This is an optimization exercise on Yosys and OpenROAD, whose aim is a short achievable clock period and few clock cycles, not a production implementation. Only simulation tests tie the RTL to the original design; equivalence was not proved. Power is estimated from default activity; no workload was simulated.

==> flow/design.v <==
module t1_block_enc (
    input  wire       clk,
    input  wire       rst,           
    input  wire       wr_en,
    input  wire [2:0] wr_x,
    input  wire [2:0] wr_y,
    input  wire [9:0] wr_mag,
    input  wire       wr_sign,       
    input  wire       start,
    input  wire [3:0] cfg_w,         
    input  wire [3:0] cfg_h,         
    input  wire [1:0] cfg_orient,    
    output wire       busy,
    output reg  [3:0] nbp,           
    output wire       out_valid,
    input  wire       out_ready,
    output wire [4:0] out_ctx,       
    output wire       out_bit,
    output wire       out_end        
);
    localparam K_SPP = 2'd0;
    localparam K_MRP = 2'd1;
    localparam K_CUP = 2'd2;
    localparam QD = 6;               
    localparam NS = 12;              
    localparam DW = NS * 6 + 1;      
    integer i, j, k, r, c;
    reg [9:0]  mag  [0:63];
    reg [63:0] sgn;
    reg        wq_en;
    reg [5:0]  wq_a;
    reg [9:0]  wq_mag;
    reg        wq_sgn;
    reg [63:0] S, V, R, B, G;
    reg        busy_q;
    reg        prep;          
    reg        prep2;         
    reg [9:0]  mor_q;         
    reg        eng;           
    reg [1:0]  kind;
    reg        ks, km, kc;    
    reg [9:0]  pl;            
    reg [7:0]  xoh;           
    reg        st;            
    reg [7:0]  lim;           
    reg [7:0]  colm, rowm;    
    reg        tall;          
    reg [7:0]  mv_rot;
    reg        mv_pend, mv_str;
    reg [1:0]  orient;
    assign busy = busy_q;
    reg  [9:0]  mor;          
    reg  [9:0]  tor;          
    reg  [9:0]  top;          
    reg  [3:0]  nbp_calc;
    reg  [63:0] topbits, nextbits;
    always @(*) begin
        mor = 10'd0;
        for (i = 0; i < 8; i = i + 1)
            for (j = 0; j < 8; j = j + 1)
                if (rowm[i] && colm[j])
                    mor = mor | mag[i * 8 + j];
        tor = mor_q | (mor_q >> 1);
        tor = tor | (tor >> 2);
        tor = tor | (tor >> 4);
        tor = tor | (tor >> 8);
        top = tor & ~(tor >> 1);
        nbp_calc = 4'd0;
        for (i = 0; i < 10; i = i + 1)
            if (top[i]) nbp_calc = nbp_calc | (i[3:0] + 4'd1);
        for (i = 0; i < 64; i = i + 1) begin
            topbits[i]  = |(mag[i] & top);
            nextbits[i] = |(mag[i] & {1'b0, pl[9:1]});
        end
    end
    wire       pass_end  = mv_pend;
    wire       last_pl   = pl[0];
    wire       first_col = xoh[0];
    wire       x7        = xoh[7];
    wire [3:0] cs, cv, cr, cb;
    reg  [3:0] rowv;          
    wire [5:0] ws, es;
    wire       nrow = S[3 * 8 + 0] & st;         
    wire       srow = S[4 * 8 + 0] & !st;        
    genvar gi;
    generate
        for (gi = 0; gi < 4; gi = gi + 1) begin : g_col
            assign cs[gi] = st ? S[(gi + 4) * 8] : S[gi * 8];
            assign cv[gi] = st ? V[(gi + 4) * 8] : V[gi * 8];
            assign cr[gi] = st ? R[(gi + 4) * 8] : R[gi * 8];
            assign cb[gi] = st ? B[(gi + 4) * 8] : B[gi * 8];
            assign ws[gi + 1] = (st ? S[(gi + 4) * 8 + 7] : S[gi * 8 + 7]) & !first_col;
            assign es[gi + 1] = (st ? S[(gi + 4) * 8 + 1] : S[gi * 8 + 1]) & !x7;
        end
    endgenerate
    assign ws[0] = S[3 * 8 + 7] & !first_col & st;
    assign ws[5] = S[4 * 8 + 7] & !first_col & !st;
    assign es[0] = S[3 * 8 + 1] & !x7 & st;
    assign es[5] = S[4 * 8 + 1] & !x7 & !st;
    reg        rl;
    reg [2:0]  rfirst;
    reg [3:0]  nsig, sv, gv, oth;
    always @(*) begin
        rl = kc && rowv[3] && (ws == 6'd0) && (es == 6'd0) &&
             !nrow && !srow && (cs == 4'd0) && (cv == 4'd0);
        rfirst = cb[0] ? 3'd0 : cb[1] ? 3'd1 : cb[2] ? 3'd2 : cb[3] ? 3'd3 : 3'd4;
        for (j = 0; j < 4; j = j + 1) begin
            oth[j] = ws[j] | ws[j + 1] | ws[j + 2] | es[j] | es[j + 1] | es[j + 2] |
                     ((j == 3) ? srow : cs[(j + 1) % 4]);
            if (ks) begin
                    sv[j] = rowv[j] && !cs[j] && !cv[j] &&
                            (oth[j] || ((j == 0) ? nrow : nsig[(j + 3) % 4]));
                    gv[j] = sv[j] && cb[j];
            end else if (km) begin
                    sv[j] = rowv[j] && cs[j] && !cv[j];
                    gv[j] = 1'b0;
            end else begin
                    sv[j] = rowv[j] && !cs[j] && !cv[j] && !(rl && j <= rfirst);
                    gv[j] = (sv[j] && cb[j]) || (rl && j == rfirst);
            end
            nsig[j] = cs[j] | gv[j];
        end
    end
    reg  [3:0] qcnt;
    wire       step = eng && (qcnt <= QD - 2);
    reg [63:0] S1, V1, R1;
    reg [63:0] Sn, Vn, Rn, Bn, Gn;
    reg [7:0]  rot;
    always @(*) begin
        S1 = S; V1 = V; R1 = R;
        for (r = 0; r < 8; r = r + 1)
            if (st == (r >= 4)) begin
                S1[r * 8] = nsig[r % 4];
                V1[r * 8] = ks ? (cv[r % 4] | sv[r % 4]) : km ? cv[r % 4] : 1'b0;
                R1[r * 8] = km ? (cr[r % 4] | sv[r % 4]) : cr[r % 4];
            end
        rot = mv_rot;
        for (r = 0; r < 8; r = r + 1)
            for (c = 0; c < 8; c = c + 1) begin
                Sn[r * 8 + c] = 1'b0; Vn[r * 8 + c] = 1'b0; Rn[r * 8 + c] = 1'b0;
                Bn[r * 8 + c] = 1'b0; Gn[r * 8 + c] = 1'b0;
                for (k = 0; k < 8; k = k + 1)
                    if (rot[k]) begin
                        i = r * 8 + (c + k) % 8;
                        Sn[r * 8 + c] = S1[i];
                        Vn[r * 8 + c] = V1[i];
                        Rn[r * 8 + c] = R1[i];
                        Bn[r * 8 + c] = B[i];
                        Gn[r * 8 + c] = G[i];
                    end
            end
    end
    reg [63:0] sb;            
    reg [63:0] cc;            
    reg [7:0]  ccol;          
    reg        ost;           
    reg [7:0]  cr1;           
    reg [7:0]  pk;            
    reg [7:0]  x1;            
    reg [7:0]  back;          
    reg [7:0]  n_rot;
    reg        n_pend, n_str;
    always @(*) begin
        sb = S | B;
        for (r = 0; r < 8; r = r + 1)
            for (c = 0; c < 8; c = c + 1) begin
                if (ks) cc[r * 8 + c] = !S[r * 8 + c] && !V[r * 8 + c] &&
                               (sb[((r + 7) % 8) * 8 + (c + 7) % 8] | sb[((r + 7) % 8) * 8 + c] |
                                sb[((r + 7) % 8) * 8 + (c + 1) % 8] | sb[r * 8 + (c + 7) % 8] |
                                sb[r * 8 + (c + 1) % 8] | sb[((r + 1) % 8) * 8 + (c + 7) % 8] |
                                sb[((r + 1) % 8) * 8 + c] | sb[((r + 1) % 8) * 8 + (c + 1) % 8]);
                else if (km) cc[r * 8 + c] = S[r * 8 + c] && !V[r * 8 + c];
                else cc[r * 8 + c] = !S[r * 8 + c] && !V[r * 8 + c];
            end
        for (c = 0; c < 8; c = c + 1)
            ccol[c] = lim[c] && (st ?
                        ((rowv[0] && cc[32 + c]) || (rowv[1] && cc[40 + c]) ||
                         (rowv[2] && cc[48 + c]) || (rowv[3] && cc[56 + c])) :
                        ((rowv[0] && cc[c]) || (rowv[1] && cc[8 + c]) ||
                         (rowv[2] && cc[16 + c]) || (rowv[3] && cc[24 + c])));
        ost = 1'b0;
        for (r = 4; r < 8; r = r + 1)
            for (c = 0; c < 8; c = c + 1)
                if (rowm[r]) ost = ost | cc[r * 8 + c];
        ost = ost && tall && !st;
        cr1 = 8'd0;
        x1  = 8'd0;
        for (k = 1; k < 8; k = k + 1)
            if (mv_rot[k]) begin
                cr1 = ccol >> k;
                x1  = (xoh << k) | (xoh >> (8 - k));
            end
        cr1[0] = 1'b0;
        pk = cr1 & (~cr1 + 1'b1);
        for (k = 0; k < 8; k = k + 1)
            back[k] = x1[(8 - k) % 8];
        if (mv_pend || mv_str) begin
            n_pend = 1'b0;
            n_str  = 1'b0;
            n_rot  = 8'b0000_0010;
            if (!colm[1]) begin
                n_rot = 8'b0000_0001;
                if (mv_str) begin
                    n_pend = 1'b1;
                end else if (tall) begin
                    n_str = 1'b1;
                end else begin
                    n_pend = 1'b1;
                end
            end
        end else if (pk != 8'd0) begin
            n_pend = 1'b0;
            n_str  = 1'b0;
            n_rot  = pk;
        end else begin
            n_rot  = back;
            n_str  = ost;
            n_pend = !ost;
        end
    end
    reg        p_v;                   
    reg [1:0]  p_kind;
    reg        p_pend, p_fin, p_rl;
    reg [2:0]  p_rf;
    reg [5:0]  p_ws, p_es;            
    reg [3:0]  p_wg, p_eg;            
    reg        p_nrow, p_srow, p_ng, p_sg;
    reg [3:0]  p_cs, p_ns, p_cg, p_cb, p_cr, p_sv, p_gv;
    function automatic [4:0] sig_ctx(input [1:0] hc, input [1:0] vc, input [2:0] d,
                                     input [1:0] o);
        reg [1:0] a, cc;
        reg [2:0] hv;
        begin
            if (o == 2'd3) begin
                hv = {1'b0, hc} + {1'b0, vc};
                if (d >= 3'd3)                 sig_ctx = 5'd8;
                else if (d == 3'd2)            sig_ctx = (hv >= 3'd1) ? 5'd7 : 5'd6;
                else if (d == 3'd1)            sig_ctx = (hv >= 3'd2) ? 5'd5 : (hv == 3'd1) ? 5'd4 : 5'd3;
                else                           sig_ctx = (hv >= 3'd2) ? 5'd2 : (hv == 3'd1) ? 5'd1 : 5'd0;
            end else begin
                if (o == 2'd1) begin a = vc; cc = hc; end
                else           begin a = hc; cc = vc; end
                if (a == 2'd2)                 sig_ctx = 5'd8;
                else if (a == 2'd1)            sig_ctx = (cc != 2'd0) ? 5'd7 : (d != 3'd0) ? 5'd6 : 5'd5;
                else if (cc == 2'd2)           sig_ctx = 5'd4;
                else if (cc == 2'd1)           sig_ctx = 5'd3;
                else                           sig_ctx = (d >= 3'd2) ? 5'd2 : (d == 3'd1) ? 5'd1 : 5'd0;
            end
        end
    endfunction
    function automatic [1:0] sgn_sum(input s1, input n1, input s2, input n2);
        reg [2:0] t;
        begin
            t = (s1 ? (n1 ? 3'b111 : 3'b001) : 3'b000)
              + (s2 ? (n2 ? 3'b111 : 3'b001) : 3'b000);
            sgn_sum = (t == 3'b000) ? 2'b00 : t[2] ? 2'b11 : 2'b01;
        end
    endfunction
    function automatic [5:0] sgn_ctx(input [1:0] hcl, input [1:0] vcl);
        reg [4:0] lab;
        reg       xb;
        begin
            if (hcl == 2'b00) begin
                lab = (vcl == 2'b00) ? 5'd9 : 5'd10;
                xb  = (vcl == 2'b11);
            end else begin
                lab = (vcl == 2'b00) ? 5'd12 : (vcl == hcl) ? 5'd13 : 5'd11;
                xb  = (hcl == 2'b11);
            end
            sgn_ctx = {xb, lab};
        end
    endfunction
    reg [4:0]    sctx, rctx;
    reg [5:0]    gctx;
    reg          nn, ns, ng, sg, anyn;
    reg [1:0]    hc, vc;
    reg [2:0]    dc;
    reg [NS-1:0] dmask;
    reg [DW-1:0] ddata;
    always @(*) begin
        dmask = {NS{1'b0}};
        ddata = {DW{1'b0}};
        dmask[0] = p_rl;
        dmask[1] = p_rl && !p_rf[2];
        dmask[2] = p_rl && !p_rf[2];
        ddata[0 * 6 +: 6] = {5'd18, !p_rf[2]};
        ddata[1 * 6 +: 6] = {5'd17, p_rf[1]};
        ddata[2 * 6 +: 6] = {5'd17, p_rf[0]};
        for (j = 0; j < 4; j = j + 1) begin
            nn = (j == 0) ? p_nrow : p_ns[(j + 3) % 4];
            ng = (j == 0) ? p_ng   : p_cg[(j + 3) % 4];
            ns = (j == 3) ? p_srow : p_cs[(j + 1) % 4];
            sg = (j == 3) ? p_sg   : p_cg[(j + 1) % 4];
            hc = {1'b0, p_ws[j + 1]} + {1'b0, p_es[j + 1]};
            vc = {1'b0, nn} + {1'b0, ns};
            dc = {2'b0, p_ws[j]} + {2'b0, p_es[j]} + {2'b0, p_ws[j + 2]} + {2'b0, p_es[j + 2]};
            anyn = (hc != 2'd0) || (vc != 2'd0) || (dc != 3'd0);
            sctx = sig_ctx(hc, vc, dc, orient);
            rctx = p_cr[j] ? 5'd16 : anyn ? 5'd15 : 5'd14;
            gctx = sgn_ctx(sgn_sum(p_ws[j + 1], p_wg[j], p_es[j + 1], p_eg[j]),
                           sgn_sum(nn, ng, ns, sg));
            dmask[3 + 2 * j] = p_sv[j];
            dmask[4 + 2 * j] = p_gv[j];
            ddata[(3 + 2 * j) * 6 +: 6] = {(p_kind == K_MRP) ? rctx : sctx, p_cb[j]};
            ddata[(4 + 2 * j) * 6 +: 6] = {gctx[4:0], p_cg[j] ^ gctx[5]};
        end
        dmask[11] = p_pend;
        ddata[11 * 6 +: 6] = {3'd0, p_kind, 1'b0};
        ddata[NS * 6] = p_fin;
    end
    wire d_new = p_v && (dmask != {NS{1'b0}});
    reg [NS-1:0] qmask [0:QD-1];
    reg [DW-1:0] qdata [0:QD-1];
    reg [2:0]    wp, rp;
    reg          o_valid, o_end, o_bit, o_last;
    reg [4:0]    o_ctx;
    reg          k_valid, k_end, k_bit, k_last;
    reg [4:0]    k_ctx;
    assign out_valid = o_valid;
    assign out_ctx   = o_ctx;
    assign out_bit   = o_bit;
    assign out_end   = o_end;
    wire o_free = !k_valid;
    wire         q_any = (qcnt != 4'd0);
    wire [NS-1:0] hm   = qmask[rp];
    wire [DW-1:0] hd   = qdata[rp];
    wire [NS-1:0] sm   = q_any ? hm : (p_v ? dmask : {NS{1'b0}});
    reg  [NS-1:0] pick;               
    reg  [5:0]    psym;
    always @(*) begin
        pick = sm & (~sm + 1'b1);
        psym = 6'd0;
        for (k = 0; k < NS; k = k + 1)
            if (pick[k]) psym = psym | (q_any ? hd[k * 6 +: 6] : ddata[k * 6 +: 6]);
    end
    wire          s_any  = (sm != {NS{1'b0}});
    wire          take   = o_free && s_any;
    wire [NS-1:0] rest   = take ? (sm & ~pick) : sm;
    wire          s_last = take && pick[NS - 1] && (q_any ? hd[NS * 6] : ddata[NS * 6]);
    wire          pop    = q_any && take && (rest == {NS{1'b0}});
    wire          push   = d_new && (q_any || (rest != {NS{1'b0}}));
    always @(posedge clk) begin
        wq_en  <= wr_en && !busy_q && !rst;
        wq_a   <= {wr_y, wr_x};
        wq_mag <= wr_mag;
        wq_sgn <= wr_sign;
        if (wq_en) begin
            mag[wq_a] <= wq_mag;
            sgn[wq_a] <= wq_sgn;
        end
        if (rst) begin
            busy_q  <= 1'b0;
            prep    <= 1'b0;
            prep2   <= 1'b0;
            eng     <= 1'b0;
            nbp     <= 4'd0;
            p_v     <= 1'b0;
            wp      <= 3'd0;
            rp      <= 3'd0;
            qcnt    <= 4'd0;
            o_valid <= 1'b0;
            o_last  <= 1'b0;
            k_valid <= 1'b0;
        end else begin
            if (!busy_q && start) begin
                busy_q <= 1'b1;
                prep   <= 1'b1;
                orient <= cfg_orient;
                tall   <= (cfg_h > 4'd4);
                for (i = 0; i < 8; i = i + 1) begin
                    colm[i] <= (i < cfg_w);
                    rowm[i] <= (i < cfg_h);
                end
            end
            if (prep && !wq_en) begin
                prep  <= 1'b0;
                prep2 <= 1'b1;
                mor_q <= mor;
            end
            if (prep2) begin
                prep2     <= 1'b0;
                nbp       <= nbp_calc;
                pl        <= top;
                kind      <= K_CUP;
                ks        <= 1'b0;
                km        <= 1'b0;
                kc        <= 1'b1;
                xoh       <= 8'd1;
                st        <= 1'b0;
                lim       <= colm;
                rowv      <= rowm[3:0];
                mv_rot    <= colm[1] ? 8'b0000_0010 : 8'b0000_0001;
                mv_str    <= !colm[1] && tall;
                mv_pend   <= !colm[1] && !tall;
                S <= 64'd0; V <= 64'd0; R <= 64'd0;
                B <= topbits;
                G <= sgn;
                eng <= (mor_q != 10'd0);
                if (mor_q == 10'd0) busy_q <= 1'b0;
            end
            p_v <= step;
            if (step) begin
                S <= Sn; V <= Vn; R <= Rn; B <= Bn; G <= Gn;
                mv_rot  <= n_rot;
                mv_pend <= n_pend;
                mv_str  <= n_str;
                if (mv_pend || mv_str) begin
                    xoh  <= 8'd1;
                    lim  <= colm;
                    st   <= mv_str;
                    rowv <= mv_str ? rowm[7:4] : rowm[3:0];
                end else begin
                    xoh  <= x1;
                    for (k = 1; k < 8; k = k + 1)
                        if (mv_rot[k]) lim <= lim >> k;
                end
                if (pass_end) begin
                    ks <= kc;
                    km <= ks;
                    kc <= km;
                    case (kind)
                        K_SPP: kind <= K_MRP;
                        K_MRP: kind <= K_CUP;
                        default: begin
                            kind <= K_SPP;
                            V    <= 64'd0;
                            if (last_pl) eng <= 1'b0;
                            else begin
                                pl <= {1'b0, pl[9:1]};
                                B  <= nextbits;
                            end
                        end
                    endcase
                end
                p_kind <= kind;
                p_pend <= pass_end;
                p_fin  <= pass_end && kc && last_pl;
                p_rl   <= rl;
                p_rf   <= rfirst;
                p_ws   <= ws;
                p_es   <= es;
                for (j = 0; j < 4; j = j + 1) begin
                    p_wg[j] <= st ? G[(j + 4) * 8 + 7] : G[j * 8 + 7];
                    p_eg[j] <= st ? G[(j + 4) * 8 + 1] : G[j * 8 + 1];
                    p_cg[j] <= st ? G[(j + 4) * 8] : G[j * 8];
                end
                p_nrow <= nrow;
                p_srow <= srow;
                p_ng   <= G[3 * 8];
                p_sg   <= G[4 * 8];
                p_cs   <= cs;
                p_ns   <= nsig;
                p_cb   <= cb;
                p_cr   <= cr;
                p_sv   <= sv;
                p_gv   <= gv;
            end
            if (push) wp <= (wp == QD - 1) ? 3'd0 : wp + 3'd1;
            if (pop)  rp <= (rp == QD - 1) ? 3'd0 : rp + 3'd1;
            if (q_any && take && !pop) qmask[rp] <= rest;
            if (p_v) begin
                qmask[wp] <= q_any ? dmask : rest;
                qdata[wp] <= ddata;
            end
            qcnt <= qcnt + {3'd0, push} - {3'd0, pop};
            if (!o_valid || out_ready) begin
                if (k_valid) begin
                    o_valid <= 1'b1;
                    o_ctx   <= k_ctx;
                    o_bit   <= k_bit;
                    o_end   <= k_end;
                    o_last  <= k_last;
                    k_valid <= 1'b0;
                end else begin
                    o_valid <= s_any;
                    o_ctx   <= psym[5:1];
                    o_bit   <= psym[0];
                    o_end   <= pick[NS - 1];
                    o_last  <= s_last;
                end
            end else if (!k_valid) begin
                k_valid <= s_any;
                k_ctx   <= psym[5:1];
                k_bit   <= psym[0];
                k_end   <= pick[NS - 1];
                k_last  <= s_last;
            end
            if (o_valid && out_ready && o_last) busy_q <= 1'b0;
        end
    end
endmodule
==> flow/flow/run.sh <==
#!/bin/bash
set -euo pipefail
WORK=$(cd "$(dirname "$0")/.." && pwd)
cd "$WORK"
export SETUP_SLACK_MARGIN=${FLOW_SETUP_MARGIN:-8.5}
bash standard.sh synth > synth.log 2>&1
bash standard.sh > layout.log 2>&1
==> flow/standard.sh <==
#!/bin/bash
# synth_recipe.tcl (not shown) runs the flow's synth.tcl, then flattens the netlist and writes it again
# the make line also repeats each setting of config.mk as NAME=value (left out here)
make -C /OpenROAD-flow-scripts/flow DESIGN_CONFIG=/design/flow/config.mk WORK_HOME=/design/flow/orfs CLKGATE_MAP_FILE= SYNTH_SCRIPT=/design/flow/synth_recipe.tcl "${@:-finish}"
==> flow/config.mk <==
export PLATFORM = sky130hd
export DESIGN_NAME = t1_block_enc
export DESIGN_NICKNAME = t1_block_enc
export VERILOG_FILES = /design/flow/design.v
export SDC_FILE = /design/flow/constraint.sdc
export NUM_CORES = 4
export LEC_CHECK = 0
export CAP_MARGIN = 60
export CORE_MARGIN = 2
export CORE_UTILIZATION = 30
export PLACE_DENSITY = 0.45
export SLEW_MARGIN = 60
==> flow/constraint.sdc <==
create_clock -name core_clock -period 12.0 [get_ports {clk}]
set_input_delay 2.4000 -clock core_clock [delete_from_list [all_inputs] [get_ports {clk}]]
set_output_delay 2.4000 -clock core_clock [all_outputs]
set_load 0.01 [all_outputs]
==> results.yml, run 1 <==
outcome:
  status: "timing/DRC/antenna clean"
layout:
  final_cell_count_no_fill: 12900
  syn2layout_area_growth_pct: 21.1
  drive_above_1_share: 0.198
  layout_common_cells: "1517 x edfxtp_1, 824 x nand2_1, 592 x o21ai_0"
  final_common_cell: "edfxtp_1"
  fin_nets: 8869
timing:
  setup_viol: 0
  drv_slew: 0
  period_share: 0.338
  rsz0062_at_grt: "true"
  worst_slew_pin_slew_ns: 0.720
  fin_setup_tns_ns: 0
  max_slew_margin: 0.520
  whs_ns: 0.442
  finalHoldViolations: 0
  fin_worst_skew_ns: 0.127
  fmax_mhz: 246
  min_period_ns: 4.06
synthesis:
  yosys_warnings: 1
  synth_cell_types: 112
  yosys-top-cells-area: "edfxtp_1 50%, a221oi_1 4.9%, o21ai_0 3.5%"
  synth-async-reset-ratio: 0
  ys.flop_type: "edfxtp_1"
  syn_inst: 8818
  synth_edf_count: 1517
  synth_top_area_cell: "edfxtp_1"
  syn-cell-area_um2: 91500
  ys_seq_area_frac: 0.507
  synth_top_area_share: 0.498
  yosys_register_bits: 1560
  avgSynthCellArea_um2: 10.4
  syn_nets: 8921
worst_setup_path:
  worst-path-max-fanout: 7
  r2r-end: "qcnt[3]"
  r2r_start: "qcnt[2]"
  cp-start-kind: "register"
  reg2regPathDepth: 20
  endpoint_kind: "register"
  critical_path_class: "reg -> reg"
  worstPathArrival_ns: 4.84
  rrSetupSlack_ns: 7.94
  crit_required_ns: 12.78
die:
  initial_core_util: 0.302
  rows: 202
  dieWidth_um: 556
  ios: 45
  core_area_um2: 303000
  die-area_um2: 310000
  fp.dieH_um: 556
routing:
  routedWlPerCell_um: 39.8
  first_pass_iters: 10
  vias_per_cell: 6.90
  dr.first_iter.drc_count: 16100
  wl_um: 515000
  drc: 0
  via_count: 89200
  antenna_left: 0
grt:
  grt.overflow.total: 0
  grt_pass1_wl_um: 701000
  grt_pass1_vias: 81900
  grt_usage: 0.319
  grt_antenna_before_repair: 41
  grt.met2_usage: 0.477
  grt_start_max_net_pins: 91
  busiest_layer: "met2"
  gr-usage-met1: 0.408
  grt.met3_usage: 0.0900
power:
  combPwrFrac: 0.231
  p_per_area_nw_per_um2: 148
  ir_drop_mv: 0.119
  seq_power_share: 0.395
  p_sw_frac: 0.321
  switchingPower_uw: 5260
  p_clk_frac: 0.374
  internal-power_uw: 11100
  p_leak_uw: 0.0355
clock_network:
  path_clk_slew_ns: 0.06
  clockBufferDepth: 4
  cts_tree: "yes"
  cts.hold.buffers_added: 0
  clk_latency_ns: 0.99
  clkSinkCount: 1560
  cts_buffers: 194
  htreeDepth: 4
  root_buffer: "clkbuf_16"
placed_design:
  hpwl_um: 337000
  portBuffers: 44
  post-place-cells: 12300
  place.gp.congestion: 1.06
min_path:
  hp-start: "o_last"
  hold_class: "reg -> reg"
  hold-path-endpoint: "busy_q"
  hold_depth: 1
job:
  cap_violations: 0
per-stage QoR:
| step | worst slack (ns) | cell area [um2] | total power (uW) | util |
|---|---|---|---|---|
| after floorplan | 4.14 | 91600 | 8270 | - |
| after global placement | 6.52 | 95700 | 9450 | 0.315 |
| after detailed placement | 7.08 | 98900 | 9580 | 0.326 |
| after CTS | 7.96 | 108000 | 16000 | 0.356 |
| after global routing | 7.86 | 111000 | 16800 | 0.365 |
| final | 7.94 | 111000 | 16400 | 0.365 |
critical path, stage by stage, from the launching register on:
cell and delay [ns]:
dfxtp_2 0.32, inv_2 0.07, ha_4 0.14, or3b_4 0.40
buf_12 0.16, o21ai_4 0.07, a221oi_4 0.06, buf_2 0.16
or4_4 0.53, nand3b_4 0.20, or3_4 0.41, o211ai_4 0.24
nor2_4 0.08, ha_4 0.27, inv_2 0.04, ha_4 0.16
buf_4 0.13, a21o_1 0.16, a21oi_2 0.14, xnor2_1 0.14
nor2_1 0.05
registers in the layout (all words and copies together) (netlist names), 10 cells and up, named ones only:
| signal | count |
|---|---|
| sgn | 64 |
| mag | 640 |
| G | 64 |
| wq_mag | 10 |
| pl | 10 |
| mor_q | 10 |
| R | 64 |
| B | 64 |
| S | 64 |
| qdata | 276 |
| qmask | 72 |
| V | 64 |
worst max-delay path by stage:
stage | start | to | slack, ns | cells past startpoint
after global routing | qcnt[2] | qcnt[3] | 7.86 | 20
after floorplan | rst | G[0] | 4.14 | 3
after detailed placement | register | qcnt[3] | 7.08 | 17
after global placement | rst | V[35] | 6.52 | 4
after CTS | qcnt[3] | qcnt[1] | 7.96 | 18
final | qcnt[2] | qcnt[3] | 7.94 | 20
Yosys cell counts, drive strengths merged (103+ instances only):
cell type     n
a22o        209
o211ai      194
a22oi       273
o21ai       654
nand4       133
o221ai      164
a21oi       494
mux2i       125
nand3       103
nor3        166
o22ai       134
nand2       846
nor2        590
a211oi      107
a221oi      507
buf         186
inv         153
a221o       302
clkbuf      833
edfxtp     1517
power by group through the flow:
stage          registers, uW  clock network [uW]  logic (uW)
6_report                6460                6120        3790
2_1_floorplan           6460                   0        1810
5_1_grt                 6470                6380        3950
3_5_place_dp            6580                   0        3000
3_3_place_gp            6620                   0        2830
4_1_cts                 6460                6160        3410
layer usage:
layer | routed length, um | vias to the layer above
met5 | 273 | -
met4 | 38700 | 29
met3 | 61300 | 1663
met2 | 219000 | 7142
met1 | 195000 | 44800
li1 | - | 35600
cells by family (layout without fill, tap and decap cells):
kind of cell / count (synthesis) / count (layout) / synth area share
other: 0 / 16 / 0
AO/OA/AOI/OAI: 3470 / 3471 / 0.279
buffers and inverters: 1173 / 1280 / 0.0489
XOR/XNOR: 71 / 71 / 0.00679
multiplexers: 239 / 239 / 0.0339
AND/OR/NAND/NOR: 2229 / 2232 / 0.112
flip-flops: 1560 / 1560 / 0.507
adder cells (fa/ha/maj): 76 / 76 / 0.0123
layout make-up:
class / instances / area [um2]
fill: 29800 / 192000
sequential: 1560 / 46500
multi-input combinational: 6089 / 44300
timing repair buffer: 767 / 8010
clock buffer: 223 / 4980
tap: 3978 / 4980
clock inverter: 136 / 1430
inverter: 154 / 616
antenna: 16 / 40.0
timing repair:
item | 4_1_cts | 5_1_grt
resized for setup | 371 | 265
cloned | 20 | 5
pin swaps | 75 | 129
setup buffers | 115 | 109
setup endpoints to repair | 674 | 347
Testbench counts, summed over its fixed seeds: cycles 126,599.
==> run 2: changes to the inputs <==
--- a/flow/design.v
+++ b/flow/design.v
@@ -27,12 +27,10 @@
     integer i, j, k, r, c;
     reg [9:0]  mag  [0:63];
     reg [63:0] sgn;
-    reg        wq_en;
-    reg [5:0]  wq_a;
-    reg [9:0]  wq_mag;
-    reg        wq_sgn;
-    reg [63:0] S, V, R, B, G;
+    reg [63:0] S, V, B;
+    reg [63:0] R;
     reg        busy_q;
+    reg        idle;          
     reg        prep;          
     reg        prep2;         
     reg [9:0]  mor_q;         
@@ -42,7 +40,9 @@
     reg [9:0]  pl;            
     reg [7:0]  xoh;           
     reg        st;            
-    reg [7:0]  lim;           
+    reg [7:0]  ccr;           
+    reg        ostr;          
+    reg        land;          
     reg [7:0]  colm, rowm;    
     reg        tall;          
     reg [7:0]  mv_rot;
@@ -87,7 +87,7 @@
         for (gi = 0; gi < 4; gi = gi + 1) begin : g_col
             assign cs[gi] = st ? S[(gi + 4) * 8] : S[gi * 8];
             assign cv[gi] = st ? V[(gi + 4) * 8] : V[gi * 8];
-            assign cr[gi] = st ? R[(gi + 4) * 8] : R[gi * 8];
+            assign cr[gi] = |(xoh & (st ? R[(gi + 4) * 8 +: 8] : R[gi * 8 +: 8]));
             assign cb[gi] = st ? B[(gi + 4) * 8] : B[gi * 8];
             assign ws[gi + 1] = (st ? S[(gi + 4) * 8 + 7] : S[gi * 8 + 7]) & !first_col;
             assign es[gi + 1] = (st ? S[(gi + 4) * 8 + 1] : S[gi * 8 + 1]) & !x7;
@@ -121,32 +121,28 @@
             nsig[j] = cs[j] | gv[j];
         end
     end
-    reg  [3:0] qcnt;
-    wire       step = eng && (qcnt <= QD - 2);
-    reg [63:0] S1, V1, R1;
-    reg [63:0] Sn, Vn, Rn, Bn, Gn;
+    reg  [QD:1] qt;           
+    wire       step = eng && !qt[QD - 1];
+    reg [63:0] S1, V1;
+    reg [63:0] Sn, Vn, Bn;
     reg [7:0]  rot;
     always @(*) begin
-        S1 = S; V1 = V; R1 = R;
+        S1 = S; V1 = V;
         for (r = 0; r < 8; r = r + 1)
             if (st == (r >= 4)) begin
                 S1[r * 8] = nsig[r % 4];
                 V1[r * 8] = ks ? (cv[r % 4] | sv[r % 4]) : km ? cv[r % 4] : 1'b0;
-                R1[r * 8] = km ? (cr[r % 4] | sv[r % 4]) : cr[r % 4];
             end
         rot = mv_rot;
         for (r = 0; r < 8; r = r + 1)
             for (c = 0; c < 8; c = c + 1) begin
-                Sn[r * 8 + c] = 1'b0; Vn[r * 8 + c] = 1'b0; Rn[r * 8 + c] = 1'b0;
-                Bn[r * 8 + c] = 1'b0; Gn[r * 8 + c] = 1'b0;
+                Sn[r * 8 + c] = 1'b0; Vn[r * 8 + c] = 1'b0; Bn[r * 8 + c] = 1'b0;
                 for (k = 0; k < 8; k = k + 1)
                     if (rot[k]) begin
                         i = r * 8 + (c + k) % 8;
                         Sn[r * 8 + c] = S1[i];
                         Vn[r * 8 + c] = V1[i];
-                        Rn[r * 8 + c] = R1[i];
                         Bn[r * 8 + c] = B[i];
-                        Gn[r * 8 + c] = G[i];
                     end
             end
     end
@@ -173,7 +169,7 @@
                 else cc[r * 8 + c] = !S[r * 8 + c] && !V[r * 8 + c];
             end
         for (c = 0; c < 8; c = c + 1)
-            ccol[c] = lim[c] && (st ?
+            ccol[c] = colm[c] && (st ?
                         ((rowv[0] && cc[32 + c]) || (rowv[1] && cc[40 + c]) ||
                          (rowv[2] && cc[48 + c]) || (rowv[3] && cc[56 + c])) :
                         ((rowv[0] && cc[c]) || (rowv[1] && cc[8 + c]) ||
@@ -187,11 +183,12 @@
         x1  = 8'd0;
         for (k = 1; k < 8; k = k + 1)
             if (mv_rot[k]) begin
-                cr1 = ccol >> k;
+                cr1 = ccr >> k;
                 x1  = (xoh << k) | (xoh >> (8 - k));
             end
         cr1[0] = 1'b0;
-        pk = cr1 & (~cr1 + 1'b1);
+        pk = cr1 & ~{cr1[6:0] | {cr1[5:0], 1'b0} | {cr1[4:0], 2'b0} | {cr1[3:0], 3'b0} |
+                     {cr1[2:0], 4'b0} | {cr1[1:0], 5'b0} | {cr1[0], 6'b0}, 1'b0};
         for (k = 0; k < 8; k = k + 1)
             back[k] = x1[(8 - k) % 8];
         if (mv_pend || mv_str) begin
@@ -208,14 +205,23 @@
                     n_pend = 1'b1;
                 end
             end
+        end else if (land) begin
+            n_pend = 1'b0;
+            n_str  = 1'b0;
+            n_rot  = 8'b0000_0010;
+            if (!colm[2]) begin
+                n_rot  = 8'b1000_0000;
+                n_str  = ost;
+                n_pend = !ost;
+            end
         end else if (pk != 8'd0) begin
             n_pend = 1'b0;
             n_str  = 1'b0;
             n_rot  = pk;
         end else begin
             n_rot  = back;
-            n_str  = ost;
-            n_pend = !ost;
+            n_str  = ostr;
+            n_pend = !ostr;
         end
     end
     reg        p_v;                   
@@ -311,7 +317,7 @@
     wire d_new = p_v && (dmask != {NS{1'b0}});
     reg [NS-1:0] qmask [0:QD-1];
     reg [DW-1:0] qdata [0:QD-1];
-    reg [2:0]    wp, rp;
+    reg [QD-1:0] wp, rp;              
     reg          o_valid, o_end, o_bit, o_last;
     reg [4:0]    o_ctx;
     reg          k_valid, k_end, k_bit, k_last;
@@ -321,49 +327,61 @@
     assign out_bit   = o_bit;
     assign out_end   = o_end;
     wire o_free = !k_valid;
-    wire         q_any = (qcnt != 4'd0);
-    wire [NS-1:0] hm   = qmask[rp];
-    wire [DW-1:0] hd   = qdata[rp];
+    wire         q_any = qt[1];
+    reg  [NS-1:0] hm;
+    reg  [DW-1:0] hd;
+    always @(*) begin
+        hm = {NS{1'b0}};
+        hd = {DW{1'b0}};
+        for (k = 0; k < QD; k = k + 1)
+            if (rp[k]) begin
+                hm = hm | qmask[k];
+                hd = hd | qdata[k];
+            end
+    end
     wire [NS-1:0] sm   = q_any ? hm : (p_v ? dmask : {NS{1'b0}});
     reg  [NS-1:0] pick;               
+    reg  [NS-1:0] below;              
     reg  [5:0]    psym;
     always @(*) begin
-        pick = sm & (~sm + 1'b1);
+        below[0] = 1'b0;
+        for (k = 1; k < NS; k = k + 1)
+            below[k] = below[k - 1] | sm[k - 1];
+        pick = sm & ~below;
         psym = 6'd0;
         for (k = 0; k < NS; k = k + 1)
             if (pick[k]) psym = psym | (q_any ? hd[k * 6 +: 6] : ddata[k * 6 +: 6]);
     end
     wire          s_any  = (sm != {NS{1'b0}});
     wire          take   = o_free && s_any;
-    wire [NS-1:0] rest   = take ? (sm & ~pick) : sm;
+    wire [NS-1:0] rest   = take ? (sm & below) : sm;
+    wire          multi  = ((sm & below) != {NS{1'b0}});
     wire          s_last = take && pick[NS - 1] && (q_any ? hd[NS * 6] : ddata[NS * 6]);
-    wire          pop    = q_any && take && (rest == {NS{1'b0}});
-    wire          push   = d_new && (q_any || (rest != {NS{1'b0}}));
+    wire          pop    = q_any && take && !multi;
+    wire          push   = d_new && (q_any || !take || multi);
     always @(posedge clk) begin
-        wq_en  <= wr_en && !busy_q && !rst;
-        wq_a   <= {wr_y, wr_x};
-        wq_mag <= wr_mag;
-        wq_sgn <= wr_sign;
-        if (wq_en) begin
-            mag[wq_a] <= wq_mag;
-            sgn[wq_a] <= wq_sgn;
+        if (!rst && idle && wr_en) begin
+            mag[{wr_y, wr_x}] <= wr_mag;
+            sgn[{wr_y, wr_x}] <= wr_sign;
         end
         if (rst) begin
             busy_q  <= 1'b0;
+            idle    <= 1'b1;
             prep    <= 1'b0;
             prep2   <= 1'b0;
             eng     <= 1'b0;
             nbp     <= 4'd0;
             p_v     <= 1'b0;
-            wp      <= 3'd0;
-            rp      <= 3'd0;
-            qcnt    <= 4'd0;
+            wp      <= 1;
+            rp      <= 1;
+            qt      <= {QD{1'b0}};
             o_valid <= 1'b0;
             o_last  <= 1'b0;
             k_valid <= 1'b0;
         end else begin
-            if (!busy_q && start) begin
+            if (idle && start) begin
                 busy_q <= 1'b1;
+                idle   <= 1'b0;
                 prep   <= 1'b1;
                 orient <= cfg_orient;
                 tall   <= (cfg_h > 4'd4);
@@ -372,7 +390,7 @@
                     rowm[i] <= (i < cfg_h);
                 end
             end
-            if (prep && !wq_en) begin
+            if (prep) begin
                 prep  <= 1'b0;
                 prep2 <= 1'b1;
                 mor_q <= mor;
@@ -387,32 +405,45 @@
                 kc        <= 1'b1;
                 xoh       <= 8'd1;
                 st        <= 1'b0;
-                lim       <= colm;
+                land      <= 1'b1;
                 rowv      <= rowm[3:0];
                 mv_rot    <= colm[1] ? 8'b0000_0010 : 8'b0000_0001;
                 mv_str    <= !colm[1] && tall;
                 mv_pend   <= !colm[1] && !tall;
                 S <= 64'd0; V <= 64'd0; R <= 64'd0;
                 B <= topbits;
-                G <= sgn;
                 eng <= (mor_q != 10'd0);
-                if (mor_q == 10'd0) busy_q <= 1'b0;
+                if (mor_q == 10'd0) begin
+                    busy_q <= 1'b0;
+                    idle   <= 1'b1;
+                end
             end
             p_v <= step;
             if (step) begin
-                S <= Sn; V <= Vn; R <= Rn; B <= Bn; G <= Gn;
+                S <= Sn; V <= Vn; B <= Bn;
+                if (km)
+                    for (r = 0; r < 8; r = r + 1)
+                        for (c = 0; c < 8; c = c + 1)
+                            if (xoh[c] && st == (r >= 4) && sv[r % 4])
+                                R[r * 8 + c] <= 1'b1;
                 mv_rot  <= n_rot;
                 mv_pend <= n_pend;
                 mv_str  <= n_str;
+                land <= mv_pend || mv_str;
+                if (land) begin
+                    ostr <= ost;
+                    for (k = 0; k < 8; k = k + 1)
+                        if (mv_rot[k]) ccr <= ccol >> k;
+                end else begin
+                    for (k = 0; k < 8; k = k + 1)
+                        if (mv_rot[k]) ccr <= ccr >> k;
+                end
                 if (mv_pend || mv_str) begin
                     xoh  <= 8'd1;
-                    lim  <= colm;
                     st   <= mv_str;
                     rowv <= mv_str ? rowm[7:4] : rowm[3:0];
                 end else begin
                     xoh  <= x1;
-                    for (k = 1; k < 8; k = k + 1)
-                        if (mv_rot[k]) lim <= lim >> k;
                 end
                 if (pass_end) begin
                     ks <= kc;
@@ -440,14 +471,14 @@
                 p_ws   <= ws;
                 p_es   <= es;
                 for (j = 0; j < 4; j = j + 1) begin
-                    p_wg[j] <= st ? G[(j + 4) * 8 + 7] : G[j * 8 + 7];
-                    p_eg[j] <= st ? G[(j + 4) * 8 + 1] : G[j * 8 + 1];
-                    p_cg[j] <= st ? G[(j + 4) * 8] : G[j * 8];
+                    p_wg[j] <= |({xoh[0], xoh[7:1]} & (st ? sgn[(j + 4) * 8 +: 8] : sgn[j * 8 +: 8]));
+                    p_eg[j] <= |({xoh[6:0], xoh[7]} & (st ? sgn[(j + 4) * 8 +: 8] : sgn[j * 8 +: 8]));
+                    p_cg[j] <= |(xoh & (st ? sgn[(j + 4) * 8 +: 8] : sgn[j * 8 +: 8]));
                 end
                 p_nrow <= nrow;
                 p_srow <= srow;
-                p_ng   <= G[3 * 8];
-                p_sg   <= G[4 * 8];
+                p_ng   <= |(xoh & sgn[3 * 8 +: 8]);
+                p_sg   <= |(xoh & sgn[4 * 8 +: 8]);
                 p_cs   <= cs;
                 p_ns   <= nsig;
                 p_cb   <= cb;
@@ -455,14 +486,17 @@
                 p_sv   <= sv;
                 p_gv   <= gv;
             end
-            if (push) wp <= (wp == QD - 1) ? 3'd0 : wp + 3'd1;
-            if (pop)  rp <= (rp == QD - 1) ? 3'd0 : rp + 3'd1;
-            if (q_any && take && !pop) qmask[rp] <= rest;
-            if (p_v) begin
-                qmask[wp] <= q_any ? dmask : rest;
-                qdata[wp] <= ddata;
+            if (push) wp <= {wp[QD-2:0], wp[QD-1]};
+            if (pop)  rp <= {rp[QD-2:0], rp[QD-1]};
+            for (k = 0; k < QD; k = k + 1) begin
+                if (rp[k] && q_any && take && multi) qmask[k] <= rest;
+                if (wp[k] && p_v) begin
+                    qmask[k] <= q_any ? dmask : rest;
+                    qdata[k] <= ddata;
+                end
             end
-            qcnt <= qcnt + {3'd0, push} - {3'd0, pop};
+            if (push && !pop) qt <= {qt[QD-1:1], 1'b1};
+            if (pop && !push) qt <= {1'b0, qt[QD:2]};
             if (!o_valid || out_ready) begin
                 if (k_valid) begin
                     o_valid <= 1'b1;
@@ -485,7 +519,10 @@
                 k_end   <= pick[NS - 1];
                 k_last  <= s_last;
             end
-            if (o_valid && out_ready && o_last) busy_q <= 1'b0;
+            if (o_valid && out_ready && o_last) begin
+                busy_q <= 1'b0;
+                idle   <= 1'b1;
+            end
         end
     end
 endmodule
==> results.yml, run 2 <==
outcome:
  status: "timing/DRC/antenna clean"
synthesis:
  synth-async-reset-ratio: 0
  yosys_register_bits: 1486
  synth_top_area_share: 0.521
  yosys-top-cells-count: "1455 x edfxtp_1, 773 x clkbuf_1, 681 x nand2_1"
  yosys-top-cells-area: "edfxtp_1 52%, a22oi_1 4.7%, a221oi_1 4.0%"
  synth_top_area_cell: "edfxtp_1"
  syn-cell-area_um2: 83900
  syn_inst: 8061
  ys.flop_type: "edfxtp_1"
  syn_nets: 8159
  yosysMostFrequentCell: "edfxtp_1"
  avgSynthCellArea_um2: 10.4
  synth_cell_types: 100
  synth_edf_count: 1455
  yosys_warnings: 3
  ys_seq_area_frac: 0.528
worst_setup_path:
  r2r-end: "o_ctx[1]"
  endpoint_kind: "output pin"
  r2r_start: "p_ws[2]"
  max_stage_delay_ns: 0.47
  crit_required_ns: 9.60
  worstPathArrival_ns: 1.49
  critical_path_class: "reg -> out"
  crit_chain: "buf_6"
  cp_top_family: "flip-flops"
  cp-start-kind: "register"
  slowest_stage: "dfxtp_4"
  reg2regPathDepth: 14
  worst-path-max-fanout: 2
  worst-path-buf-inv: 1
  rrSetupSlack_ns: 8.24
routing:
  drc: 0
  vias_per_cell: 6.80
  antenna_left: 0
  first_pass_iters: 13
  via_count: 81100
  wl_um: 466000
  dr.first_iter.drc_count: 15200
  routedWlPerCell_um: 39.1
die:
  ios: 45
  dieWidth_um: 533
  die-area_um2: 284000
  core_area_um2: 279000
  fp.dieH_um: 533
  initial_core_util: 0.301
  rows: 194
clock_network:
  cts_buffers: 180
  htreeDepth: 4
  clk_latency_ns: 0.94
  clkSinkCount: 1486
  path_clk_slew_ns: 0.05
  cts_tree: "yes"
  cts.hold.buffers_added: 0
  clockBufferDepth: 4
  root_buffer: "clkbuf_16"
timing:
  fmax_mhz: 257
  fin_ws_ns: 8.11
  worst_slew_pin_slew_ns: 0.848
  fin_worst_skew_ns: 0.102
  min_period_ns: 3.89
  rsz0062_at_grt: "true"
  finalHoldViolations: 0
  max_slew_margin: 0.420
  period_share: 0.324
  fin_setup_tns_ns: 0
  drv_slew: 0
  setup_viol: 0
layout:
  final_common_cell: "edfxtp_1"
  largest_reg_flops: 640
  fill_cells: 27400
  fin_nets: 8141
  drive_above_1_share: 0.195
  syn2layout_area_growth_pct: 21.9
  reg_top3: "mag: 640 flops, qdata: 276 flops, qmask: 72 flops"
  largest-register: "mag"
  layout_common_cells: "1455 x edfxtp_1, 649 x nand2_1, 513 x a22oi_1"
grt:
  grt_usage: 0.311
  grt_start_max_net_pins: 124
  grt.overflow.total: 0
  grt_pass1_wl_um: 631000
  grt_antenna_before_repair: 25
  grt_pass1_vias: 74700
placed_design:
  hpwl_um: 304000
  dp_slack_ns: 6.88
  place.gp.congestion: 1.10
  portBuffers: 44
power:
  p_leak_uw: 0.0328
  ir_drop_mv: 0.101
  finalPower_uw: 13000
  p_per_area_nw_per_um2: 127
min_path:
  hp-start: "prep"
  hold_class: "reg -> reg"
  hold-path-endpoint: "prep"
  hold_depth: 1
job:
  cap_violations: 0
[run 2: cell count changes in the layout (fill, tap and decap cells not counted), moves of 57 or more]
cell / before / now
o21ai_0: 592 / 396
a22oi_1: 271 / 513
nand3_1: 93 / 157
nand2_1: 824 / 649
a21oi_1: 445 / 502
a22o_1: 207 / 129
edfxtp_1: 1517 / 1455
a222oi_1: 102 / 185
a221oi_1: 462 / 342
o221ai_1: 162 / 96
a221o_1: 299 / 112
o211ai_1: 192 / 114
[run 2: logic make-up after synthesis]
kind of cell / share of synthesized area
mux: 0.0180
xor+xnor: 0.00647
simple gates: 0.111
fa+ha+maj: 0.0125
flops: 0.528
buf+inv: 0.0507
compound gates: 0.273
[run 2: worst max-delay path by stage]
stage | from | end | cells after the start
6_report | nbp[1] | nbp[1] | 1
5_1_grt | nbp[1] | nbp[1] | 1
4_1_cts | nbp[1] | nbp[1] | 1
3_5_place_dp | rst | S[50] | 6
3_3_place_gp | rst | S[54] | 6
2_1_floorplan | rst | S[10] | 3
[run 2: layout make-up]
type	instances	area [um2]	share of cell area
well taps	3724	4660	0.0456
flip-flops and latches	1486	44400	0.434
clock buffers	226	4760	0.0466
inverters	205	840	0.00822
multi-input cells	5452	39100	0.383
clock inverters	103	996	0.00975
repair inverters	1	8.76	0.0000857
repair buffers	717	7440	0.0728
diodes	11	27.5	0.000269
[run 2: worst reg2reg max path, stage by stage, from the launching register on]
cell and delay (ns):
edfxtp_1 0.42, inv_2 0.09, buf_6 0.12, fa_1 0.49, inv_1 0.04, ha_2 0.17
ha_2 0.23, nor4_2 0.28, nor3_1 0.08, or3_4 0.41, a221oi_4 0.39, nor3_4 0.07
or4_4 0.44, nor3_2 0.16, a2bb2oi_2 0.10
[run 2: timing repair]
action	CTS	global route
gates resized for setup	330	250
setup buffers	111	78
pin swaps	86	96
endpoints found under the setup margin	1500	531
cloned	10	10
[run 2: layer usage]
metal  vias to the layer above  track usage  wire length (um)
li1                      32400            -                 -
met2                      6471        0.460            197000
met4                        20        0.190             36600
met1                     40700        0.395            174000
met5                         -     0.000337               234
met3                      1527       0.0967             58300
[run 2: metrics by stage]
stage | utilization | instance area [um2] | cells | hold slack, ns
after global placement | 0.318 | 88600 | 11200 | 0.402
after floorplan | - | 85000 | 8061 | 0.389
after global routing | 0.367 | 102000 | 11900 | 0.442
after detailed placement | 0.327 | 91200 | 11300 | 0.419
after CTS | 0.356 | 99300 | 11800 | 0.432
final | 0.367 | 102000 | 11900 | 0.437
[run 2: power by group]
group	total (uW)	internal, uW	switching (uW)
clock	5490	3160	2330
combinational	1610	510	1100
sequential	5870	5790	84.5
total	13000	9450	3520
Testbench counts of run 2, summed over its fixed seeds: cycles 126,888.
==> run 3: changes to the inputs <==
==> flow/run.sh (new file) <==
#!/bin/bash
# synth_recipe.tcl (not shown) runs the flow's synth.tcl, then flattens the netlist and writes it again
# the make line also repeats each setting of config.mk as NAME=value (left out here)
make -C /OpenROAD-flow-scripts/flow DESIGN_CONFIG=/design/flow/config.mk WORK_HOME=/design/flow/orfs CLKGATE_MAP_FILE= SYNTH_SCRIPT=/design/flow/synth_recipe.tcl finish
--- a/flow/config.mk
+++ b/flow/config.mk
@@ -9,4 +9,5 @@
 export CORE_MARGIN = 2
 export CORE_UTILIZATION = 30
 export PLACE_DENSITY = 0.45
+export SETUP_SLACK_MARGIN = 5
 export SLEW_MARGIN = 60
removed: flow/flow/run.sh
removed: flow/standard.sh
==> results.yml, run 3 <==
worst_setup_path:
  worstPathArrival_ns: 5.27
  endpoint_kind: "register"
  cp-start-kind: "input pin"
  critical_path_class: "in -> reg"
  slowest_stage: "or3_2"
  rrSetupSlack_ns: 7.36
  r2r-end: "V[59]"
  cp_common_cell: "nand2_1"
  max_stage_delay_ns: 0.73
  worst-path-max-fanout: 69
  worst-path-buf-inv: 2
  crit_required_ns: 12.48
  reg2regPathDepth: 11
  crit_chain: "clkdlybuf4s50_1 -> nand2_1 -> nor2_4 -> buf_8 -> nand2_1 -> or3_2 -> nor2_2"
  r2r_start: "st"
  cp_top_family: "simple AND/OR/NAND/NOR gates"
timing:
  fin_ws_ns: 7.21
  fin_worst_skew_ns: 0.105
  worst_slew_pin_slew_ns: 0.746
  whs_ns: 0.429
  rsz0062_at_grt: "false"
  fin_setup_tns_ns: 0
  finalHoldViolations: 0
  drv_slew: 0
  fmax_mhz: 209
  setup_viol: 0
  min_period_ns: 4.79
  period_share: 0.399
  max_slew_margin: 0.503
power:
  internal-power_uw: 9650
  p_sw_frac: 0.266
  switchingPower_uw: 3490
  p_clk_frac: 0.444
  finalPower_uw: 13100
  seq_power_share: 0.448
  p_leak_uw: 0.0311
  combPwrFrac: 0.108
  ir_drop_mv: 0.0980
  p_per_area_nw_per_um2: 135
layout:
  largest-register: "mag"
  multi_input_area_um2: 36900
  fin_nets: 7915
  area.sequential_um2: 44300
  fill_cells: 27700
  largest_reg_flops: 640
  syn2layout_area_growth_pct: 16.1
  final_common_cell: "edfxtp_1"
  reg_top3: "mag: 640 flops, qdata: 276 flops, qmask: 72 flops"
  layout_common_cells: "1455 x edfxtp_1, 674 x nand2_1, 526 x a22oi_1"
  drive_above_1_share: 0.142
placed_design:
  place.gp.congestion: 1.10
  dp_slack_ns: 6.35
  hpwl_um: 299000
  portBuffers: 44
routing:
  dr_wl_met2_um: 191000
  top_layer_used: "met5"
  first_pass_iters: 11
  via_count: 79600
  met3WireLength_um: 58100
  routedWlPerCell_um: 38.9
  dr.first_iter.drc_count: 14800
  antenna_left: 0
  vias_per_cell: 6.80
  wl_um: 455000
  drc: 0
  wl_met1_um: 172000
synthesis:
  yosys-top-cells-count: "1455 x edfxtp_1, 773 x clkbuf_1, 681 x nand2_1"
  ys.flop_type: "edfxtp_1"
  avgSynthCellArea_um2: 10.4
  synth_top_area_cell: "edfxtp_1"
  syn_nets: 8159
  syn-cell-area_um2: 83900
  yosys_warnings: 3
  synth_top_area_share: 0.521
  syn_inst: 8061
  synth-async-reset-ratio: 0
  yosysMostFrequentCell: "edfxtp_1"
  synth_cell_types: 100
  yosys_register_bits: 1486
  synth_edf_count: 1455
  yosys-top-cells-area: "edfxtp_1 52%, a22oi_1 4.7%, a221oi_1 4.0%"
  ys_seq_area_frac: 0.528
job:
  cap_violations: 0
clock_network:
  root_buffer: "clkbuf_16"
  cts.hold.buffers_added: 0
  clk_latency_ns: 0.92
  cts_tree: "yes"
  cts_buffers: 179
  ctsResizeCount: 0
  clkSinkCount: 1486
  path_clk_slew_ns: 0.06
  clockBufferDepth: 4
  htreeDepth: 4
  post_cts_buffers: 0
grt:
  grt_pass1_wl_um: 623000
  grt_pass1_vias: 73500
  grt_usage: 0.306
  grt_antenna_before_repair: 40
  grt.overflow.total: 0
  grt_start_max_net_pins: 85
min_path:
  hold_class: "reg -> reg"
  hp-start: "prep"
  hold-path-endpoint: "prep"
  hold_depth: 1
die:
  initial_core_util: 0.301
  die-area_um2: 284000
  dieWidth_um: 533
  rows: 194
  core_area_um2: 279000
  fp.dieH_um: 533
  ios: 45
outcome:
  status: "timing/DRC/antenna clean"
==> run 3: cell counts after synthesis <==
Identical to the previous run, type by type.
==> run 3: power groups by stage <==
stage,clock (uW),sequential (uW),combinational (uW)
floorplan,0,5930,737
global placement,0,6010,1260
detailed placement,0,5990,1330
CTS,5870,5890,1330
global route,6060,5890,1450
finish,5830,5880,1420
==> run 3: through the flow <==
step,instances,utilization,cell area [um2]
final,11700,0.349,97300
after global routing,11700,0.349,97300
after CTS,11600,0.346,96400
after detailed placement,11300,0.324,90300
after global placement,11200,0.315,87700
after floorplan,8061,-,83900
==> run 3: area by class of cell <==
class / instances / share of cell area
flip-flops and latches: 1486 / 0.455
multi-input cells: 5451 / 0.379
clock buffers: 215 / 0.0481
well taps: 3724 / 0.0479
repair buffers: 494 / 0.0472
clock inverters: 109 / 0.0142
inverters: 205 / 0.00808
diodes: 19 / 0.000488
==> run 3: worst max-delay path by stage <==
| stage | start | end | slack [ns] | cells past startpoint |
|---|---|---|---|---|
| final | wr_en | mag[42][3] | 7.21 | 7 |
| after global routing | wr_x[1] | sgn[11] | 7.05 | 10 |
| after CTS | wr_en | mag[10][4] | 7.27 | 7 |
| after detailed placement | wr_en | mag[10][2] | 6.35 | 7 |
| after global placement | wr_en | mag[6][8] | 5.61 | 6 |
| after floorplan | rst | S[10] | 5.00 | 3 |
==> run 3: routing by layer <==
metal  GRT usage  vias to the layer above
met4       0.186                       34
met2       0.444                     6312
met3      0.0989                     1425
met5     0.00304                        -
met1       0.392                    39900
li1            -                    31900
==> run 3: worst reg2reg max path: cells and delay by family (launching register included) <==
kind,cells,cell delay (ns)
AOI/OAI and AO/OA,5,1.72
buffers and inverters,2,0.68
DFF,1,0.39
muxes,1,0.53
and+or+nand+nor,3,1.01
==> run 3: cell families (layout without fill, tap and decap cells) <==
| logic type | Yosys count | count (layout) | synth area share |
|---|---|---|---|
| compound gates | 3169 | 3169 | 0.273 |
| xor+xnor | 62 | 62 | 0.00647 |
| fa+ha+maj | 70 | 70 | 0.0125 |
| buf+inv | 1124 | 1023 | 0.0507 |
| flops | 1486 | 1486 | 0.528 |
| mux | 143 | 143 | 0.0180 |
| other cells | 0 | 19 | 0 |
| simple gates | 2007 | 2007 | 0.111 |
==> run 4: changes to the inputs <==
--- a/flow/design.v
+++ b/flow/design.v
@@ -50,11 +50,15 @@
     reg [1:0]  orient;
     assign busy = busy_q;
     reg  [9:0]  mor;          
+    reg  [9:0]  mall;         
     reg  [9:0]  tor;          
     reg  [9:0]  top;          
     reg  [3:0]  nbp_calc;
     reg  [63:0] topbits, nextbits;
     always @(*) begin
+        mall = 10'd0;
+        for (i = 0; i < 64; i = i + 1)
+            mall = mall | mag[i];
         mor = 10'd0;
         for (i = 0; i < 8; i = i + 1)
             for (j = 0; j < 8; j = j + 1)
@@ -382,7 +386,9 @@
             if (idle && start) begin
                 busy_q <= 1'b1;
                 idle   <= 1'b0;
-                prep   <= 1'b1;
+                prep   <= !(cfg_w == 4'd8 && cfg_h == 4'd8 && !wr_en);
+                prep2  <= cfg_w == 4'd8 && cfg_h == 4'd8 && !wr_en;
+                mor_q  <= mall;
                 orient <= cfg_orient;
                 tall   <= (cfg_h > 4'd4);
                 for (i = 0; i < 8; i = i + 1) begin
==> flow/flow/run.sh (new file) <==
#!/bin/bash
set -euo pipefail
WORK=$(cd "$(dirname "$0")/.." && pwd)
cd "$WORK"
export SETUP_SLACK_MARGIN=${FLOW_SETUP_MARGIN:-8.5}
bash standard.sh synth > synth.log 2>&1
bash standard.sh > layout.log 2>&1
==> flow/standard.sh (new file) <==
#!/bin/bash
# synth_recipe.tcl (not shown) runs the flow's synth.tcl, then flattens the netlist and writes it again
# the make line also repeats each setting of config.mk as NAME=value (left out here)
make -C /OpenROAD-flow-scripts/flow DESIGN_CONFIG=/design/flow/config.mk WORK_HOME=/design/flow/orfs CLKGATE_MAP_FILE= SYNTH_SCRIPT=/design/flow/synth_recipe.tcl "${@:-finish}"
--- a/flow/config.mk
+++ b/flow/config.mk
@@ -9,5 +9,4 @@
 export CORE_MARGIN = 2
 export CORE_UTILIZATION = 30
 export PLACE_DENSITY = 0.45
-export SETUP_SLACK_MARGIN = 5
 export SLEW_MARGIN = 60
removed: flow/run.sh
==> results.yml, run 4 <==
timing:
  finalHoldViolations: 0
  fin_worst_skew_ns: 0.0969
  drv_slew: 0
  worst_slew_pin_slew_ns: 0.860
  rsz0062_at_grt: "true"
  fin_setup_tns_ns: 0
  min_period_ns: 3.94
  period_share: 0.329
  setup_viol: 0
  fmax_mhz: 254
  max_slew_margin: 0.427
layout:
  largest_reg_flops: 640
  area.sequential_um2: 44400
  fill_cells: 27400
  fin_nets: 8022
  reg_top3: "mag: 640 flops, qdata: 276 flops, qmask: 72 flops"
  layout_common_cells: "1455 x edfxtp_1, 541 x a22oi_1, 532 x nand2_1"
  largest-register: "mag"
  final_common_cell: "edfxtp_1"
  drive_above_1_share: 0.205
  syn2layout_area_growth_pct: 20.8
  multi_input_area_um2: 40000
  design_area_um2: 102000
worst_setup_path:
  reg2regPathDepth: 9
  worstPathArrival_ns: 1.54
  max_stage_delay_ns: 0.43
  critPathLaunch: "o_ctx[3]"
  crit_required_ns: 9.60
  r2r-end: "ccr[2]"
  endpoint_kind: "output pin"
  critical_path_class: "reg -> out"
  r2r_start: "colm[4]"
  cp_top_family: "flip-flops"
  worst-path-max-fanout: 1
  crit_chain: "buf_2"
  slowest_stage: "edfxtp_1"
  worst-path-buf-inv: 1
  critical_path_depth: 1
  crit_end: "out_ctx[3]"
  cp-start-kind: "register"
  rrSetupSlack_ns: 8.35
power:
  p_clk_frac: 0.438
  ir_drop_mv: 0.134
  p_per_area_nw_per_um2: 121
  p_sw_frac: 0.256
  p_leak_uw: 0.0320
  switchingPower_uw: 3150
  internal-power_uw: 9160
  seq_power_share: 0.472
  combPwrFrac: 0.090
grt:
  grt_start_max_net_pins: 82
  grt_antenna_before_repair: 59
  grt_usage: 0.358
  grt_pass1_vias: 76300
  grt.overflow.total: 0
  grt_pass1_wl_um: 710000
routing:
  via_count: 83300
  wl_um: 531000
  met3WireLength_um: 59000
  first_pass_iters: 14
  antenna_left: 0
  dr_wl_met2_um: 230000
  vias_per_cell: 7.05
  routedWlPerCell_um: 45.0
  top_layer_used: "met5"
  dr.first_iter.drc_count: 15100
  wl_met1_um: 194000
  drc: 0
synthesis:
  yosys_register_bits: 1486
  yosys_warnings: 3
  yosysMostFrequentCell: "edfxtp_1"
  synth_top_area_share: 0.517
  syn-cell-area_um2: 84500
  syn_nets: 8037
  synth_top_area_cell: "edfxtp_1"
  syn_inst: 7939
  synth_cell_types: 107
  avgSynthCellArea_um2: 10.6
  synth-async-reset-ratio: 0
  yosys-top-cells-count: "1455 x edfxtp_1, 733 x clkbuf_1, 555 x a22oi_1"
  ys_seq_area_frac: 0.524
  ys.flop_type: "edfxtp_1"
  synth_edf_count: 1455
  yosys-top-cells-area: "edfxtp_1 52%, a22oi_1 4.9%, a221oi_1 4.6%"
die:
  dieWidth_um: 535
  rows: 194
  ios: 45
  fp.dieH_um: 535
  core_area_um2: 280000
  die-area_um2: 286000
  initial_core_util: 0.302
clock_network:
  cts_tree: "yes"
  cts.hold.buffers_added: 0
  clk_latency_ns: 0.94
  htreeDepth: 4
  root_buffer: "clkbuf_16"
  cts_buffers: 180
  path_clk_slew_ns: 0.06
  clkSinkCount: 1486
  clockBufferDepth: 4
job:
  cap_violations: 0
outcome:
  status: "timing/DRC/antenna clean"
placed_design:
  portBuffers: 44
  placed_area_um2: 92600
  hpwl_um: 374000
  place.gp.congestion: 1.13
min_path:
  hold_class: "reg -> reg"
==> run 4: cell count changes after synthesis, sizes merged, moves of 19 or more <==
cell / before / now
a21oi: 533 / 284
a221o: 112 / 150
a221oi: 387 / 448
a222oi: 185 / 165
a22o: 130 / 184
a22oi: 526 / 555
clkbuf: 775 / 737
nand2: 681 / 552
nand4: 116 / 147
nor4: 99 / 258
o21ai: 490 / 398
o22ai: 124 / 143
==> run 4: through the flow <==
| stage | hold WS (ns) | instances | setup slack [ns] | total power (uW) | utilization |
|---|---|---|---|---|---|
| floorplan | 0.424 | 7939 | 5.69 | 6400 | - |
| global placement | 0.472 | 11100 | 6.47 | 6870 | 0.321 |
| detailed placement | 0.496 | 11300 | 6.61 | 6900 | 0.331 |
| CTS | 0.474 | 11600 | 7.98 | 12300 | 0.357 |
| global route | 0.518 | 11800 | 8.01 | 12600 | 0.364 |
| finish | 0.483 | 11800 | 8.06 | 12300 | 0.365 |
==> run 4: layout make-up <==
cell class,count,share of cell area
Multi-Input combinational cell,5366,0.392
Antenna cell,39,0.000956
Clock buffer,215,0.0466
Tap cell,3724,0.0456
Inverter,204,0.00798
Timing Repair Buffer,686,0.0641
Sequential cell,1486,0.434
Clock inverter,91,0.00838
==> run 4: what timing repair did <==
item                        CTS  global route
cloned                       11             7
setup buffers                73            76
resized for setup           266           175
setup endpoints to repair  1060           415
pin swaps                    58            75
==> run 4: cells by family (layout without fill, tap and decap cells) <==
kind of cell / after synthesis / count (layout) / share of synthesized area
buffers and inverters: 1100 / 1196 / 0.0498
muxes: 152 / 152 / 0.0193
xor gates and xnor gates: 55 / 55 / 0.00570
DFF: 1486 / 1486 / 0.524
and+or+nand+nor: 2091 / 2104 / 0.121
other: 0 / 39 / 0
adders and majority gates: 70 / 70 / 0.0124
AOI/OAI and AO/OA: 2985 / 2985 / 0.268
==> run 4: per-layer routing <==
metal	GRT usage	vias to the layer above
li1	-	32500
met1	0.431	42000
met2	0.541	6801
met3	0.114	1911
met4	0.253	36
met5	0	-
==> run 4: worst min-delay path by stage <==
stage / from / to / slack, ns / depth (start not counted)
detailed placement: wp[4] / wp[4] / 0.50 / 2
floorplan: mv_pend / p_pend / 0.42 / 0
global route: wp[1] / wp[2] / 0.52 / 2
global placement: o_last / o_last / 0.47 / 1
finish: wp[1] / wp[2] / 0.48 / 2
CTS: wp[1] / wp[2] / 0.47 / 2
==> run 4: worst min-delay path: stages (launching register included) <==
cell and delay, ns:
dfxtp_1 0.32, nand2_1 0.08, mux2i_1 0.07
==> run 4: power by group through the flow <==
stage               combinational (uW)  clock [uW]  sequential [uW]
floorplan                          526           0             5880
global placement                   945           0             5920
detailed placement                 983           0             5920
CTS                               1020        5440             5810
global route                      1130        5640             5810
finish                            1110        5390             5810
Testbench counts of run 4, summed over its fixed seeds: cycles 126,623.

[what the ideal ports hide]
Ports are ideal in the flow. The routed layouts listed here were re-timed in OpenROAD. Step 1: set_driving_cell puts a clkbuf_16 on clk and a buf_2 on each other input, an assumption about the parent block. Step 2 moves the port delays by t, midway between the first and last clock arrival at a register: inputs arrive t later, outputs are due t later. That takes back most of the time a late clock gives input paths. a / b / c = ideal ports / drivers / drivers and shift; a / b = the first two.
| run | shift t [ns] | slack for setup (ns) | cell pins on the clock port's net |
|---|---|---|---|
| run 1 | 1.028 | 7.940 / 7.940 / 7.546 | 1 |
| run 2 | 0.979 | 8.109 / 8.020 / 7.579 | 1 |
| run 3 | 0.970 | 7.211 / 7.289 / 6.320 | 1 |
| run 4 | 0.982 | 8.057 / 7.962 / 7.542 | 1 |
After both steps setup and hold are still met in every run listed. The setup slack of run 3, which loses most, moves by +0.078 ns with the drivers and by -0.891 ns with both steps.
